Context: an optimization exercise on an open-source flow, tuned for small area. The choices shown serve that exercise and are no tape-out recipe.
Function was checked by simulation only, so behaviour that the tests miss may differ from the original.
Power figures rest on the tool's default switching activity, not on a simulated workload.

$ cat design/flow/design.v
module pxc_decoder (
    input             clk,
    input             rst,
    input             start,
    input      [3:0]  op,
    input      [4:0]  fmt,
    input      [10:0] width,
    input      [10:0] height,
    input      [23:0] in_len,
    output            busy,
    output reg        done,
    output reg [2:0]  sel_codec,
    output reg        sel_ov,
    output reg        sel_lr,
    output reg [1:0]  err,
    output reg [10:0] err_info,
    output reg        w_rsvd,
    output reg        w_dim,
    output reg        w_fmt,
    output reg        w_trunc,
    output reg        w_fallback,
    output reg [31:0] hdr,
    output            in_re,
    output     [21:0] in_addr,
    input      [31:0] in_rdata,
    output            pal_re,
    output     [7:0]  pal_raddr,
    input      [31:0] pal_rdata,
    output reg        pal_we,
    output reg [7:0]  pal_waddr,
    output reg [31:0] pal_wdata,
    output reg        out_we,
    output reg [21:0] out_addr,
    output reg [31:0] out_data
);
    localparam ERR_NONE    = 2'd0;
    localparam ERR_TRUNC   = 2'd1;
    localparam ERR_ILLEGAL = 2'd2;
    localparam C_NONE = 3'd0, C_I1 = 3'd1, C_I2 = 3'd2, C_I4 = 3'd3, C_I8 = 3'd4,
               C_565  = 3'd5, C_888 = 3'd6, C_8888 = 3'd7;
    localparam S_IDLE  = 4'd0;
    localparam S_START = 4'd1;    
    localparam S_HDR   = 4'd2;    
    localparam S_DIM   = 4'd3;    
    localparam S_RES   = 4'd4;    
    localparam S_PRD   = 4'd5;    
    localparam S_PWR   = 4'd6;    
    localparam S_RD0   = 4'd7;    
    localparam S_RD1   = 4'd8;    
    localparam S_RD2   = 4'd9;    
    localparam S_PIX   = 4'd10;   
    localparam S_PAL   = 4'd11;   
    localparam S_FIN   = 4'd12;   
    reg [3:0]  state;
    reg [3:0]  op_r;
    reg [4:0]  fmt_r;
    reg [10:0] w_r, h_r;
    reg [23:0] len_r;
    reg [31:0] hdr_new;
    reg [21:0] n_r;         
    reg [23:0] pl_r;        
    reg [23:0] base_r;      
    reg [23:0] dlen_r;      
    reg [8:0]  pj;          
    reg [21:0] pix;         
    reg [26:0] bitpos;      
    reg [31:0] w0, w1;
    assign busy = (state != S_IDLE);
    wire        indexed = (sel_codec >= C_I1) && (sel_codec <= C_I8);
    reg  [5:0]  bpp;
    reg  [2:0]  bytes_pp;
    reg  [8:0]  entries;
    always @(*) begin
        case (sel_codec)
            C_I1:    begin bpp = 6'd1;  bytes_pp = 3'd0; entries = 9'd2;   end
            C_I2:    begin bpp = 6'd2;  bytes_pp = 3'd0; entries = 9'd4;   end
            C_I4:    begin bpp = 6'd4;  bytes_pp = 3'd0; entries = 9'd16;  end
            C_I8:    begin bpp = 6'd8;  bytes_pp = 3'd1; entries = 9'd256; end
            C_565:   begin bpp = 6'd16; bytes_pp = 3'd2; entries = 9'd0;   end
            C_888:   begin bpp = 6'd24; bytes_pp = 3'd3; entries = 9'd0;   end
            default: begin bpp = 6'd32; bytes_pp = 3'd4; entries = 9'd0;   end
        endcase
    end
    wire [10:0] pal_bytes = {entries, 2'b00};
    wire [24:0] n2 = {2'b00, n_r, 1'b0};
    wire [24:0] n3 = {2'b00, n_r, 1'b0} + {3'b000, n_r};
    wire [24:0] n4 = {1'b0, n_r, 2'b00};
    wire [24:0] pl = {1'b0, pl_r};
    wire        fmt_indexed = (fmt_r >= 5'd7) && (fmt_r <= 5'd10);
    reg  [2:0]  r_codec;
    reg         r_ov, r_lr, r_fb;
    always @(*) begin
        r_codec = C_565;
        r_ov    = 1'b0;
        r_lr    = 1'b0;
        r_fb    = 1'b0;
        if (op_r == 4'd0) begin
            if (pl == n2)      r_codec = C_565;
            else if (pl == n3) r_codec = C_888;
            else begin         r_codec = C_565; r_fb = 1'b1; end
        end else if (op_r <= 4'd7) begin
            r_codec = op_r[2:0];
        end else if (pl == n2) begin
            r_codec = C_565;
            r_ov    = (fmt_r != 5'd4);
        end else if (pl == n4) begin
            r_codec = C_8888;
            r_ov    = (fmt_r != 5'd5);
        end else if (fmt_indexed) begin
            r_codec = fmt_r[2:0] - 3'd6;           
        end else if (fmt_r == 5'd4) begin
            if (pl == n3) r_codec = C_888;
            else begin    r_codec = C_565; r_fb = 1'b1; end
        end else if (fmt_r == 5'd5) begin
            r_codec = C_8888;
        end else begin
            r_codec = C_565;
            r_lr    = 1'b1;
            r_fb    = 1'b1;
        end
    end
    wire [23:0] byte_pos = bitpos[26:3];
    wire [24:0] byte_end = {1'b0, byte_pos} + {22'd0, bytes_pp};
    wire        present  = indexed ? (byte_pos < dlen_r)
                                   : (byte_end <= {1'b0, dlen_r});
    wire        straddle = (sel_codec == C_888) && byte_pos[1];
    wire [63:0] both_words = {w1, w0};
    wire [63:0] win_full   = both_words >> {byte_pos[1:0], 3'b000};
    wire [7:0]  b0 = win_full[7:0];
    wire [7:0]  b1 = win_full[15:8];
    wire [7:0]  b2 = win_full[23:16];
    wire [7:0]  b3 = win_full[31:24];
    wire [3:0] shift = 4'd8 - bpp[3:0] - {1'b0, bitpos[2:0]};
    wire [7:0] idx_raw = b0 >> shift;
    reg  [7:0] idx;
    always @(*) begin
        case (sel_codec)
            C_I1:    idx = {7'd0, idx_raw[0]};
            C_I2:    idx = {6'd0, idx_raw[1:0]};
            C_I4:    idx = {4'd0, idx_raw[3:0]};
            default: idx = idx_raw;
        endcase
    end
    wire [15:0] p565 = {b1, b0};
    wire [4:0]  r5 = p565[15:11];
    wire [5:0]  g6 = p565[10:5];
    wire [4:0]  c5 = p565[4:0];
    reg  [31:0] tc_pix;
    always @(*) begin
        case (sel_codec)
            C_565:   tc_pix = {8'hFF, c5, c5[4:2], g6, g6[5:4], r5, r5[4:2]};
            C_888:   tc_pix = {8'hFF, b2, b1, b0};
            default: tc_pix = {b3, b2, b1, b0};
        endcase
    end
    wire        px_live  = (state == S_RD0) && (pix != n_r);
    wire        rd_hdr   = (state == S_START) && (op_r == 4'd10) && (len_r >= 24'd4);
    wire        rd_pal   = (state == S_PRD);
    wire        rd_first = px_live && present;
    wire        rd_second = (state == S_RD1) && straddle;
    wire [21:0] pix_word = base_r[23:2] + byte_pos[23:2] + {21'd0, rd_second};
    assign in_re   = rd_hdr || rd_pal || rd_first || rd_second;
    assign in_addr = rd_hdr ? 22'd0 :
                     rd_pal ? base_r[23:2] + {13'd0, pj} :
                              pix_word;
    assign pal_re    = indexed && ((px_live && !present) || (state == S_PIX));
    assign pal_raddr = (state == S_PIX) ? idx : 8'd0;
    always @(posedge clk) begin
        if (rst) begin
            state      <= S_IDLE;
            done       <= 1'b0;
            sel_codec  <= C_NONE;
            sel_ov     <= 1'b0;
            sel_lr     <= 1'b0;
            err        <= ERR_NONE;
            err_info   <= 11'd0;
            w_rsvd     <= 1'b0;
            w_dim      <= 1'b0;
            w_fmt      <= 1'b0;
            w_trunc    <= 1'b0;
            w_fallback <= 1'b0;
            hdr        <= 32'd0;
            pal_we     <= 1'b0;
            pal_waddr  <= 8'd0;
            pal_wdata  <= 32'd0;
            out_we     <= 1'b0;
            out_addr   <= 22'd0;
            out_data   <= 32'd0;
            op_r       <= 4'd0;
            fmt_r      <= 5'd0;
            w_r        <= 11'd0;
            h_r        <= 11'd0;
            len_r      <= 24'd0;
            hdr_new    <= 32'd0;
            n_r        <= 22'd0;
            pl_r       <= 24'd0;
            base_r     <= 24'd0;
            dlen_r     <= 24'd0;
            pj         <= 9'd0;
            pix        <= 22'd0;
            bitpos     <= 27'd0;
            w0         <= 32'd0;
            w1         <= 32'd0;
        end else begin
            done   <= 1'b0;
            pal_we <= 1'b0;
            out_we <= 1'b0;
            case (state)
                S_IDLE: begin
                    if (start) begin
                        op_r       <= op;
                        fmt_r      <= fmt;
                        w_r        <= width;
                        h_r        <= height;
                        len_r      <= in_len;
                        sel_codec  <= C_NONE;
                        sel_ov     <= 1'b0;
                        sel_lr     <= 1'b0;
                        err        <= ERR_NONE;
                        err_info   <= 11'd0;
                        w_rsvd     <= 1'b0;
                        w_dim      <= 1'b0;
                        w_fmt      <= 1'b0;
                        w_trunc    <= 1'b0;
                        w_fallback <= 1'b0;
                        state      <= S_START;
                    end
                end
                S_START: begin
                    if (op_r > 4'd10) begin
                        err      <= ERR_ILLEGAL;
                        err_info <= {7'd0, op_r};
                        state    <= S_FIN;
                    end else if (op_r == 4'd10) begin
                        if (len_r < 24'd4) begin
                            err      <= ERR_TRUNC;
                            err_info <= 11'd4;
                            state    <= S_FIN;
                        end else begin
                            state <= S_HDR;
                        end
                    end else begin
                        state <= S_DIM;
                    end
                end
                S_HDR: begin
                    hdr_new <= in_rdata;
                    fmt_r   <= in_rdata[4:0];
                    w_r     <= in_rdata[20:10];
                    h_r     <= in_rdata[31:21];
                    w_rsvd  <= (in_rdata[7:5] != 3'd0);
                    w_dim   <= (in_rdata[20:10] == 11'd0) || (in_rdata[31:21] == 11'd0);
                    w_fmt   <= (in_rdata[4:0] >= 5'd11);
                    state   <= S_DIM;
                end
                S_DIM: begin
                    n_r    <= w_r * h_r;
                    pl_r   <= (op_r == 4'd10) ? len_r - 24'd4 : len_r;
                    base_r <= (op_r == 4'd10) ? 24'd4 : 24'd0;
                    state  <= S_RES;
                end
                S_RES: begin
                    sel_codec  <= r_codec;
                    sel_ov     <= r_ov;
                    sel_lr     <= r_lr;
                    w_fallback <= r_fb;
                    pix        <= 22'd0;
                    bitpos     <= 27'd0;
                    pj         <= 9'd0;
                    dlen_r     <= pl_r;
                    if (op_r == 4'd8) begin
                        state <= S_FIN;
                    end else if (op_r >= 4'd9 && r_codec >= C_I1 && r_codec <= C_I8) begin
                        state <= S_PRD;
                    end else begin
                        state <= S_RD0;
                    end
                end
                S_PRD: begin
                    if (pl_r < {13'd0, pal_bytes}) begin
                        err       <= ERR_TRUNC;
                        err_info  <= pal_bytes;
                        sel_codec <= C_NONE;
                        state     <= S_FIN;
                    end else begin
                        state <= S_PWR;
                    end
                end
                S_PWR: begin
                    pal_we    <= 1'b1;
                    pal_waddr <= pj[7:0];
                    pal_wdata <= {in_rdata[31:24], in_rdata[7:0], in_rdata[15:8], in_rdata[23:16]};
                    pj        <= pj + 9'd1;
                    if (pj + 9'd1 == entries) begin
                        base_r <= base_r + {13'd0, pal_bytes};
                        dlen_r <= pl_r - {13'd0, pal_bytes};
                        state  <= S_RD0;
                    end else begin
                        state <= S_PRD;
                    end
                end
                S_RD0: begin
                    if (pix == n_r) begin
                        state <= S_FIN;
                    end else if (present) begin
                        state <= S_RD1;
                    end else begin
                        w_trunc <= 1'b1;
                        if (indexed) begin
                            state <= S_PAL;
                        end else begin
                            out_we   <= 1'b1;
                            out_addr <= pix;
                            out_data <= 32'd0;
                            pix      <= pix + 22'd1;
                            bitpos   <= bitpos + {21'd0, bpp};
                        end
                    end
                end
                S_RD1: begin
                    w0    <= in_rdata;
                    state <= straddle ? S_RD2 : S_PIX;
                end
                S_RD2: begin
                    w1    <= in_rdata;
                    state <= S_PIX;
                end
                S_PIX: begin
                    if (indexed) begin
                        state <= S_PAL;
                    end else begin
                        out_we   <= 1'b1;
                        out_addr <= pix;
                        out_data <= tc_pix;
                        pix      <= pix + 22'd1;
                        bitpos   <= bitpos + {21'd0, bpp};
                        state    <= S_RD0;
                    end
                end
                S_PAL: begin
                    out_we   <= 1'b1;
                    out_addr <= pix;
                    out_data <= pal_rdata;
                    pix      <= pix + 22'd1;
                    bitpos   <= bitpos + {21'd0, bpp};
                    state    <= S_RD0;
                end
                S_FIN: begin
                    if (op_r == 4'd10 && err == ERR_NONE) hdr <= hdr_new;
                    done  <= 1'b1;
                    state <= S_IDLE;
                end
                default: state <= S_IDLE;
            endcase
        end
    end
endmodule
$ cat design/flow/run.sh
#!/bin/bash
# synth_recipe.tcl (not shown) runs the flow's synth.tcl, then flattens the netlist and writes it again
# the make line also repeats each setting of config.mk as NAME=value (left out here)
make -C /OpenROAD-flow-scripts/flow DESIGN_CONFIG=/design/flow/config.mk WORK_HOME=/design/flow/orfs CLKGATE_MAP_FILE= SYNTH_SCRIPT=/design/flow/synth_recipe.tcl finish
$ cat design/flow/config.mk
export PLATFORM = sky130hd
export DESIGN_NAME = pxc_decoder
export DESIGN_NICKNAME = pxc_decoder
export VERILOG_FILES = /design/flow/design.v
export SDC_FILE = /design/flow/constraint.sdc
export NUM_CORES = 4
export LEC_CHECK = 0
export CAP_MARGIN = 20
export CORE_MARGIN = 2
export CORE_UTILIZATION = 40
export SLEW_MARGIN = 20
$ cat design/flow/constraint.sdc
create_clock -name core_clock -period 10.0 [get_ports {clk}]
set_input_delay 2.0000 -clock core_clock [delete_from_list [all_inputs] [get_ports {clk}]]
set_output_delay 2.0000 -clock core_clock [all_outputs]
set_load 0.01 [all_outputs]
==> run notes <==
## cell families after synthesis
| group | Yosys count | synth area share |
|---|---|---|
| adders and majority gates | 273 | 0.139 |
| other | 1 | 0.000128 |
| DFF | 445 | 0.303 |
| AOI/OAI and AO/OA | 856 | 0.178 |
| and+or+nand+nor | 1475 | 0.225 |
| xor gates and xnor gates | 244 | 0.0727 |
| muxes | 79 | 0.0281 |
| buffers and inverters | 417 | 0.0544 |
## placed cells by master (no fill, tap or decap), types with 65 or more instances in the layout
| cell type | instances |
|---|---|
| nor2_1 | 327 |
| clkdlybuf4s50_1 | 301 |
| inv_1 | 173 |
| xor2_1 | 89 |
| o21ai_0 | 119 |
| fa_1 | 89 |
| ha_1 | 184 |
| a211oi_1 | 85 |
| xnor2_1 | 155 |
| dfxtp_1 | 443 |
| nand2_1 | 710 |
| a21oi_1 | 383 |
| nor3_1 | 65 |
## state kept, by name, summed over array words and instances (netlist names), 5 cells and up
signal	cells
pl_r	24
pal_waddr	8
dlen_r	24
w_r	11
base_r	22
pj	9
len_r	24
bitpos	27
pix	22
out_data	32
w0	32
h_r	11
out_addr	22
err_info	7
w1	24
hdr	32
hdr_new	32
pal_wdata	32
fmt_r	5
n_r	22
## metal layers
layer | wire [µm] | global-route usage | vias up
met3 | 5790 | 0.0479 | 150
met4 | 2770 | 0.0727 | 16
met5 | 107 | 0 | -
met1 | 43500 | 0.332 | 12500
li1 | - | - | 13300
met2 | 44000 | 0.403 | 658
## per-stage QoR
| step | worst slack (ns) | total power, mW | hold WS [ns] | utilization |
|---|---|---|---|---|
| floorplan | 2.89 | 3.24 | 0.433 | - |
| finish | 1.22 | 5.94 | 0.451 | 0.481 |
| detailed placement | 2.01 | 3.84 | 0.446 | 0.454 |
| CTS | 1.26 | 5.97 | 0.454 | 0.481 |
| global route | 0.840 | 6.27 | 0.463 | 0.481 |
| global placement | 2.12 | 3.83 | 0.438 | 0.454 |
## cell type report
type | count | area (µm²) | share of cell area
Multi-Input combinational cell | 2931 | 19000 | 0.542
Antenna cell | 1 | 2.50 | 0.0000714
Clock inverter | 32 | 447 | 0.0127
Timing Repair Buffer | 341 | 3340 | 0.0953
Tap cell | 959 | 1200 | 0.0342
Sequential cell | 445 | 8910 | 0.254
Inverter | 175 | 657 | 0.0187
Clock buffer | 70 | 1510 | 0.0431
## final timing paths
path / start / end / cells past startpoint
worst min-delay path: hdr[0] / hdr[0] / 2
worst min register to register: hdr[0] / hdr[0] / 2
worst max register to register: sel_codec[1] / bitpos[0] / 22
worst max-delay path: sel_codec[1] / in_re / 20
## worst max-delay path: cells and delay by family, from the launching register on
family | cells | cell delay [ns]
compound gates | 8 | 2.23
xor+xnor | 1 | 0.16
fa+ha+maj | 2 | 0.63
buf+inv | 2 | 0.78
flops | 1 | 0.53
simple gates | 7 | 1.76
## where the power goes
part	switching, mW	internal [mW]
Combinational	1.01	0.635
Sequential	0.265	1.90
Clock	0.863	1.26
Total	2.14	3.80
==> summary.md <==
| Metric | Value |
|---|---|
| Clock Sinks | `445` |
| Most common flop cell mapped by yosys | `dfxtp_1` |
| Post-DRT Antenna Nets | `0` |
| Max Cap Violations | `0` |
| GRT overflow | `0` |
| IO buf count | `302` |
| Die Width | `275 µm` |
| Dpl cells | `4,850` |
| Worst hold path type | `reg -> reg` |
| Yosys warning count | `1` |
| RSZ-0062 raised after global routing | `false` |
| Clk Latency, worst-skew pair | `0.66 ns` |
| P_leak | `13.4 nW` |
| Core Region | `0.0728 mm²` |
| RD Place Congestion | `0.928` |
| Status | `complete, no violations` |
| Worst slew margin | `0.277` |
| Syn Std Cell Area | `0.0294 mm²` |
| Slew @ Worst Pin | `1.08 ns` |
| Starting DRT DRC Count | `1,853` |
| # fillers | `7,204` |
| Leading area contributor after synthesis | `dfxtp_1` |
| CP Data Required Time | `8.00 ns` |
| Most frequent cells after synthesis | `nand2_1, dfxtp_1, a21oi_1` |
| Asr flop ratio synth | `0` |
| Post-synth EDFFs | `0` |
| CP Class | `reg -> out` |
| Ratio of cells with drive above 1 in the final layout | `0.0513` |
| Distinct cell type count after synthesis | `84` |
| Worst vdd ir | `0.122 mV` |
| Std-Cell Rows | `99` |
| Endpoint class of the critical path | `primary output` |
| Total negative slack | `0 ns` |
| Gr usage total | `0.248` |
| Final Setup Violations | `0` |
| Pwr/cell area | `169 mW/mm²` |
| Area growth syn-to-layout | `19.3%` |
| Most Frequent Cell on Critical Path | `a21o_1` |
| Cts bufs inserted | `54` |
| Post-CTS Setup Inserts | `0` |
| Pins Over Slew Limit | `0` |
| Critical path arrival | `6.78 ns` |
| Post-synthesis register bit count | `445` |
| CP max FO | `12` |
| Initial Utilization | `0.404` |
| Cell Count, Final, Fillers Out | `4,954` |
| Wire per inst | `19.4 µm` |
| # DRC | `0` |
| Share of Yosys cell area claimed by the top area cell type | `0.303` |
| Most common cell in the netlist | `nand2_1` |
| H-tree depth | `2` |
| Sequential area share after synthesis | `0.303` |
| Vias in the first global route | `25.1k` |
| Total Wirelength | `96,100 µm` |
| Cells after Synth | `3,790` |
| Post_cts resized | `0` |
| Final hold viol count | `0` |
| Slowest-stage cell, CP | `o21ai_1` |
| DIE AREA | `0.0757 mm²` |
| Die height | `275 µm` |
| Fin nets | `4,343` |
| Root Buffer | `clkbuf_16` |
| Period utilisation layout | `0.878` |
| Worst setup SP type | `flop` |
| Post-route cell area | `0.0351 mm²` |
| Clock-pin slew on the worst setup and hold paths | `0.07 ns` |
| Largest stage delay on the critical path | `0.72 ns` |
| Synth Area per Inst | `7.76 µm²` |
| Detailed placement HPWL | `72,100 µm` |
| Largest net degree at the start of global routing | `103` |
| Fmax | `0.114 GHz` |
| Detailed-route via count | `26.7k` |
| First-pass detailed-route iteration total | `5` |
| Fin Clk Skew | `0.0579 ns` |
| Initial antenna violation count | `10` |
| Io pins | `307` |
| TritonCTS clock tree | `yes` |
| R2r setup slk | `3.76 ns` |
| First-pass GRT wire length | `148,000 µm` |
| Via-per-instance ratio | `5.39` |
| Worst-path cell chain | `nor2b_1, o21ai_1, inv_1, ha_1, a21o_1, a21oi_1, nor2_1, nand2_1, nor3_1, xnor2_1, ha_1, a21o_1, a21o_1, a21oi_1, nor2b_1, o31ai_1, nand3_2, or2_2, o21ai_0, clkdlybuf4s50_1` |
| Fin crit period | `8.78 ns` |
| Synth top area cells | `dfxtp_1, nand2_1, ha_1` |
| Placement Cell Area | `0.0331 mm²` |
| Clock Tree Buf Depth | `3` |
| Post-CTS Hold Fix Bufs | `0` |

[re-timing with driven ports]
Ports are ideal in the flow. The routed layout listed here was re-timed in OpenROAD. Step 1: set_driving_cell puts a clkbuf_16 on clk and a buf_2 on each other input, an assumption about the parent block. Step 2 adds t to the input delays and takes it off the output delays; t is the mean of the earliest and latest rising clock arrival at the registers after step 1. Input paths then give back, and output paths get back, about the clock's delay inside the block. Three values: ideal ports, drivers, drivers and shift; two values: the first two.
t (ns): 0.697
setup WS [ns]: 1.221 / 1.153 / 1.850
hold WS [ns]: 0.451 / 0.451 / 0.451
After both steps this run still meets setup and hold. For this run, drivers alone change the setup slack by -0.068 ns; drivers and shift together by +0.629 ns.
